Background: an optimization exercise with open tools, aiming at small area, a short achievable clock period and few clock cycles. Do not read the settings as production practice.
Function was checked by simulation only, so behaviour that the tests miss may differ from the original.

## flow/run.sh

```bash
#!/bin/bash
# synth_recipe.tcl (not shown) runs the flow's synth.tcl, then flattens the netlist and writes it again
# the make line also repeats each setting of config.mk as NAME=value (left out here)
make -C /OpenROAD-flow-scripts/flow DESIGN_CONFIG=/design/flow/config.mk WORK_HOME=/design/flow/orfs CLKGATE_MAP_FILE= SYNTH_SCRIPT=/design/flow/synth_recipe.tcl finish
```

## flow/config.mk

```make
export PLATFORM = sky130hd
export DESIGN_NAME = ccpd_parser
export DESIGN_NICKNAME = ccpd_parser
export VERILOG_FILES = /design/flow/design.v
export SDC_FILE = /design/flow/constraint.sdc
export NUM_CORES = 4
export LEC_CHECK = 0
export CAP_MARGIN = 20
export CORE_MARGIN = 2
export CORE_UTILIZATION = 40
export PLACE_DENSITY = 0.6
export SLEW_MARGIN = 20
```

## flow/constraint.sdc

```tcl
create_clock -name core_clock -period 5.0 [get_ports {clk}]
set_input_delay 1.0000 -clock core_clock [delete_from_list [all_inputs] [get_ports {clk}]]
set_output_delay 1.0000 -clock core_clock [all_outputs]
set_load 0.01 [all_outputs]
```

## flow/design.v

```verilog
module ccpd_parser (
    input  wire        clk,
    input  wire        rst,
    input  wire        in_valid,
    output wire        in_ready,
    input  wire [31:0] in_data,
    input  wire [2:0]  in_nbytes,
    input  wire        in_last,
    output wire        hdr_valid,
    input  wire        hdr_ready,
    output wire [4:0]  hdr_type,
    output wire [2:0]  hdr_bank,
    output wire [15:0] hdr_len,
    output reg  [2:0]  hdr_variant,
    output reg         hdr_listed,
    output wire        pl_valid,
    input  wire        pl_ready,
    output wire [31:0] pl_data,
    output reg  [2:0]  pl_nbytes,
    output reg         pl_last,
    output wire        done_valid,
    output wire        done_ok,
    output wire [31:0] done_pos,
    output wire [31:0] done_count
);
    localparam [2:0] V_GENERIC = 3'd0,
                     V_TILES   = 3'd1,
                     V_SPRITES = 3'd2,
                     V_PALETTE = 3'd3,
                     V_MAP     = 3'd4,
                     V_FLAGS   = 3'd5,
                     V_CODE    = 3'd6;
    reg        ib_full;
    reg [31:0] ib_data;
    reg [2:0]  ib_n;
    reg        ib_last;
    reg [23:0] prev;
    reg [16:0] d;               
    reg [1:0]  pk;             
    reg [29:0] bc;             
    reg [31:0] fpos;           
    reg [31:0] count;          
    reg        hs;             
    reg        ps;             
    wire [63:0] win = {ib_data, prev, 8'd0};
    wire [2:0] n = ib_last ? (ib_n[2] ? 3'd4 : ib_n) : 3'd4;
    wire       d_neg  = d[16];
    wire       d_zero = (d == 17'd0);
    wire       d_le0  = d_neg || d_zero;
    reg        hc;
    always @(*) begin
        case (n)
            3'd4:    hc = d_le0;
            3'd3:    hc = d_neg;
            3'd2:    hc = d_neg && !d[0];           
            3'd1:    hc = d_neg && (d[1:0] == 2'b01);
            default: hc = 1'b0;
        endcase
        if (n == 3'd2) hc = d_neg && (d[1:0] != 2'b11);
    end
    wire [1:0]  u2   = d[1:0];                    
    wire [2:0]  u    = {u2 == 2'b00, u2};         
    wire [63:0] hwin = win >> {u, 3'b000};
    wire [7:0]  hb   = hwin[7:0];
    wire [15:0] len  = hwin[23:8];
    assign hdr_type = hb[4:0];
    assign hdr_bank = hb[7:5];
    assign hdr_len  = len;
    always @(*) begin
        case (hb[4:0])
            5'd1:  {hdr_listed, hdr_variant} = {1'b1, V_TILES};
            5'd2:  {hdr_listed, hdr_variant} = {1'b1, V_SPRITES};
            5'd3:  {hdr_listed, hdr_variant} = {1'b1, V_GENERIC};
            5'd4:  {hdr_listed, hdr_variant} = {1'b1, V_MAP};
            5'd5:  {hdr_listed, hdr_variant} = {1'b1, V_CODE};
            5'd6:  {hdr_listed, hdr_variant} = {1'b1, V_FLAGS};
            5'd9:  {hdr_listed, hdr_variant} = {1'b1, V_GENERIC};
            5'd10: {hdr_listed, hdr_variant} = {1'b1, V_GENERIC};
            5'd12: {hdr_listed, hdr_variant} = {1'b1, V_PALETTE};
            5'd13: {hdr_listed, hdr_variant} = {1'b1, V_GENERIC};
            5'd14: {hdr_listed, hdr_variant} = {1'b1, V_GENERIC};
            5'd15: {hdr_listed, hdr_variant} = {1'b1, V_GENERIC};
            5'd16: {hdr_listed, hdr_variant} = {1'b1, V_GENERIC};
            5'd17: {hdr_listed, hdr_variant} = {1'b1, V_GENERIC};
            5'd18: {hdr_listed, hdr_variant} = {1'b1, V_GENERIC};
            5'd19: {hdr_listed, hdr_variant} = {1'b1, V_GENERIC};
            default: {hdr_listed, hdr_variant} = {1'b0, V_GENERIC};
        endcase
    end
    wire [16:0] dn = hc ? (d + {1'b0, len}) : (d - 17'd4);
    wire [3:0]  hb_small = {1'b0, u} + {1'b0, len[2:0]};
    wire        len_lt8  = (len[15:3] == 13'd0);
    wire        d_small  = !d_neg && (d[15:3] == 13'd0);
    wire [3:0]  b_small  = hc ? hb_small : {1'b0, d[2:0]};
    wire        b_ok    = hc ? len_lt8 : d_small;
    wire comp = b_ok && (b_small != 4'd0) && (b_small <= {1'b0, n});
    wire ok   = b_ok && (b_small == {1'b0, n});
    wire [29:0] bc1 = bc + 30'd1;
    wire [31:0] fpos_new = b_small[2] ? {bc1, 2'b00} : {bc, b_small[1:0]};
    wire [31:0] fpos_nx  = comp ? fpos_new : fpos;
    wire [31:0] count_nx = count + {31'd0, comp};
    wire       d_ge4 = !d_neg && ((d[15:3] != 13'd0) || (d[2] && (d[1:0] != 2'd0)));    
    wire       cont  = !hc && !d_le0;             
    wire [2:0] cc    = d_ge4 ? n : ((d[2:0] < n) ? d[2:0] : n);
    wire       c_end = !d_ge4 && (d[2:0] <= n);
    wire [2:0] c_tot = {1'b0, pk} + cc;
    wire       c_full = c_tot[2];                 
    wire [2:0] c_rem  = {1'b0, c_tot[1:0]};       
    wire [2:0] h_av   = (n > u) ? (n - u) : 3'd0;
    wire       h_small = (len[15:2] == 14'd0);
    wire       h_end   = h_small && ({1'b0, len[1:0]} <= h_av);
    wire [2:0] h_cnt   = h_end ? {1'b0, len[1:0]} : h_av;
    reg        e1;
    reg [2:0]  e1_sel, e1_n;
    reg        e1_last;
    reg        dbl;
    reg [2:0]  e2_sel, e2_n;
    always @(*) begin
        e1 = 1'b0; e1_sel = {1'b0, ~pk} + 3'd1; e1_n = 3'd4; e1_last = 1'b0;
        dbl = 1'b0; e2_sel = 3'd0 - {1'b0, pk}; e2_n = c_rem;
        if (cont) begin
            if (c_full) begin
                e1      = 1'b1;
                e1_last = c_end && (c_rem == 3'd0);
                dbl     = (c_rem != 3'd0) && (c_end || ib_last);
            end else begin
                e1      = (c_tot != 3'd0);
                e1_n    = c_tot;
                e1_last = c_end;
            end
        end else if (hc) begin
            e1      = (h_cnt != 3'd0) && (h_end || ib_last);
            e1_sel  = u + 3'd4;
            e1_n    = h_cnt;
            e1_last = h_end;
        end
    end
    wire        second = ps && dbl;
    wire [2:0]  sel    = second ? e2_sel : e1_sel;
    wire [63:0] pwin   = win >> {sel, 3'b000};
    assign pl_data = pwin[31:0];
    always @(*) begin
        pl_nbytes = second ? e2_n : e1_n;
        pl_last   = second ? c_end : e1_last;
    end
    assign hdr_valid = ib_full && hc && !hs;
    assign pl_valid  = ib_full && (second || (e1 && !ps));
    wire retire = ib_full && (hdr_ready || !hdr_valid) && (pl_ready || !pl_valid)
                  && !(dbl && !ps);
    assign in_ready = !ib_full || retire;
    assign done_valid = retire && ib_last;
    assign done_ok    = ok;
    assign done_pos   = fpos_nx;
    assign done_count = count_nx;
    wire [1:0] pk_nx = comp ? 2'd0 : hc ? (2'd0 - d[1:0]) : pk;
    always @(posedge clk) begin
        if (rst) begin
            ib_full <= 1'b0;
            hs      <= 1'b0;
            ps      <= 1'b0;
            d       <= 17'd0;
            pk      <= 2'd0;
            bc      <= 30'd0;
            fpos    <= 32'd0;
            count   <= 32'd0;
        end else begin
            if (ib_full && !retire) begin
                if (hdr_valid && hdr_ready) hs <= 1'b1;
                if (pl_valid && pl_ready)   ps <= 1'b1;
            end
            if (retire) begin
                hs   <= 1'b0;
                ps   <= 1'b0;
                prev <= ib_data[31:8];
                if (ib_last) begin
                    d     <= 17'd0;
                    pk    <= 2'd0;
                    bc    <= 30'd0;
                    fpos  <= 32'd0;
                    count <= 32'd0;
                end else begin
                    d     <= dn[16:0];
                    pk    <= pk_nx;
                    bc    <= bc1;
                    fpos  <= fpos_nx;
                    count <= count_nx;
                end
            end
            if (in_ready) begin
                ib_full <= in_valid;
                if (in_valid) begin
                    ib_data <= in_data;
                    ib_n    <= in_nbytes;
                    ib_last <= in_last;
                end
            end
        end
    end
endmodule
```

==> results.txt <==
worst max-delay path: cells and delay by family, from the launching register on:
family / cells / cell delay, ps
and+or+nand+nor: 8 / 1270
adders and majority gates: 5 / 1060
muxes: 1 / 230
buffers and inverters: 5 / 570
AOI/OAI and AO/OA: 5 / 930
xor gates and xnor gates: 2 / 290
DFF: 1 / 400
layout make-up:
type	count	area, sq um	area share, %
multi-input cells	1214	8690	48.7
flip-flops and latches	176	4130	23.1
repair buffers	446	3760	21.0
well taps	402	503	2.82
clock buffers	20	479	2.68
inverters	45	184	1.03
clock inverters	12	111	0.624
through the flow:
stage	util [%]	area, sq um
3_5_place_dp	53.1	16700
2_1_floorplan	-	13200
4_1_cts	55.9	17600
5_1_grt	56.7	17900
6_report	56.7	17900
3_3_place_gp	53.1	16700
placed cells by master, fill, tap and decap left out, types with 49 or more instances in the layout:
cell type,n
edfxtp_1,60
nand2_1,182
clkdlybuf4s50_1,103
buf_2,49
a21oi_1,98
nor2_1,148
dfxtp_1,114
buf_4,252
mux2i_1,75
nand3_1,72
synthesized netlist by cell type (5+ instances only):
cell type	number	share of area, %
nand2_1	189	5.6
and3_1	19	0.93
buf_2	41	1.6
nor4_1	10	0.49
and2_1	6	0.29
xnor2_1	59	4.0
a31o_2	7	0.48
o311ai_0	23	1.6
a21oi_1	118	4.6
a211oi_1	34	2.0
o21ai_1	5	0.20
a21o_1	13	0.76
a31oi_1	7	0.34
buf_4	5	0.29
dfxtp_1	116	18
o31ai_1	13	0.76
edfxtp_1	60	14
or2_2	12	0.59
mux4_2	10	1.8
a22o_1	44	3.0
xor2_1	19	1.3
buf_1	8	0.24
o221ai_1	5	0.34
nor2b_1	5	0.24
or3_1	17	0.83
o22ai_1	10	0.49
nor2_1	153	4.5
ha_1	43	4.2
nand2b_1	10	0.49
o41ai_1	5	0.34
nand3_1	78	3.1
o21ai_0	64	2.5
inv_1	43	1.3
o21a_1	8	0.47
o31a_1	6	0.41
o32ai_1	25	1.7
nor3_1	29	1.1
clkbuf_1	53	1.6
mux2i_1	80	6.3
mux2_2	11	0.97
nand4_1	16	0.78
state kept, by name, summed over array words and instances (netlist names):
name     flops
ib_last      1
fpos        32
prev        24
count       32
ib_data     32
ib_full      1
d           17
ps           1
ib_n         3
hs           1
pk           2
bc          30
routing by layer:
layer	vias up	global-route usage, %
met3	66	4.89
li1	6426	-
met1	6422	38.2
met2	535	41.6
met5	-	0
met4	0	7.87
path summary, 6_finish.rpt:
kind / startpoint / to / slack, ps / cells after the start
min reg2reg: fpos[21] / fpos[21] / 480 / 1
max reg2reg: d[1] / count[28] / -260 / 29
min: fpos[21] / fpos[21] / 480 / 1
max: d[1] / done_count[28] / -1210 / 26
cells by family after synthesis:
family                   after synthesis  synth area share (%)
AND/OR/NAND/NOR                      561                  20.2
AO/OA/AOI/OAI                        427                  23.1
flip-flops                           176                  32.3
buffers and inverters                154                  5.19
multiplexers                         102                  9.12
XOR/XNOR                              78                  5.35
adder cells (fa/ha/maj)               46                  4.68
timing repair:
item / CTS / global route
cloned: 3 / 0
pin swaps: 32 / 27
setup endpoints to repair: 114 / 120
setup buffers: 20 / 18
resized for setup: 293 / 59
hold buffers: 0 / 0
==> results.yml <==
global_routing:
  grt-ovfl-total: 0
  grt_pass1_wl_mm: 71.1
  track_usage_pct: 26.9
  grt_pass1_vias: 13000
  grt_max_degree: 66
  antenna_found_initial: 0
synthesis:
  synth_area_per_cell_sq_um: 8.27
  yosysSeqAreaShare_pct: 32.3
  syn_inst: 1544
  syn_nets: 1631
  ys_ff_latch: 176
  async_reset_ff_share_pct: 0
  syn_area_sq_mm: 0.0128
  ys_types: 83
  synth-edff-count: 60
  ys_warn_count: 1
  ys.flop_type: "dfxtp_1"
timing:
  fin_crit_ps: 6210
  min_period_over_period_pct: 124
  final_max_slew_viol_count: 0
  setup_viol: 103
  fmax_ghz: 0.161
  worstMarginPinSlew_ps: 891
  finalWorstSetupSlack_ps: -1210
  timing.setup.tns_ps: -72670
  hold_viol: 0
  holdWs_ps: 480
  skew_ps: 19.6
  maxSlewHeadroom_pct: 40.0
  rsz0062_at_grt: "yes"
outcome:
  violations: "negative setup slack"
  status: "finished with violations"
cts:
  cts_buffer_depth: 2
  cts_tree: "done"
  clock-sinks: 176
  root_buffer: "clkbuf_16"
  worstSkewPairLatency_ps: 450
  htree_levels: 4
  path_clk_slew_ps: 70
  cts_buffers: 17
route:
  routedWlPerCell_um: 19.6
  viasPerCell: 5.81
  postRouteAntennaNets: 0
  drc_errors: 0
  vias: 13400
  drt_pass1_iterations: 6
  drtIter0Drc: 1052
  wl_met1_mm: 20.8
  highest_layer: "met4"
  wl_met2_mm: 20.3
  wl_mm: 45.4
  wl_met3_mm: 3.32
floorplanning:
  die_h_um: 183
  io_pins: 174
  start_util_pct: 40.6
  core-area_sq_mm: 0.0315
  dieArea_sq_mm: 0.0334
  rows: 65
  die_w_um: 183
setup_path:
  slowest_delay_ps: 400
  required_ps: 4000
  arrival_ps: 5210
  startpoint_type: "flip-flop"
  crit_top_cell: "ha_4"
  slowest_stage: "dfxtp_4"
  endpoint_kind: "output pin"
  worst-setup-path-type: "reg -> out"
  crit_fanout: 6
hold_path:
  hold_path_class: "reg -> reg"
place:
  dp.cells: 2243
  io_buffers: 173
  dp_hpwl_mm: 32.0
  gp_congestion: 0.914
  place_ws_ps: -1490
final_layout:
  diodes: 0
  fillerInstances: 2805
  fin_nets: 1987
  fin_cells: 2315
  drive_gt1_share_pct: 28.0
  syn_to_final_growth_pct: 39.8
flow_run:
  maxCapViolations: 0
Testbench counts, summed over its fixed seeds: cycles 21,322.

==> static timing again, ports no longer ideal <==
Ports are ideal in the flow. The routed layout listed here was re-timed in OpenROAD. Step 1: set_driving_cell puts a clkbuf_16 on clk and a buf_2 on each other input, an assumption about the parent block. Step 2 adds t to the input delays and takes it off the output delays; t is the mean of the earliest and latest rising clock arrival at the registers after step 1. Input paths then give back, and output paths get back, about the clock's delay inside the block. a / b / c = no drivers / after step 1 / after step 2; a / b = the first two.
shift t [ns]: 0.495
slack for setup (ns): -1.213 / -1.264 / -0.769
worst setup path at the end: register to output
latest minus earliest clock arrival (ns): 0.019 / 0.020
worst slew at a driven data input, ns: 0.05
The setup slack of this run moves by -0.051 ns with the drivers and by +0.444 ns with both steps.
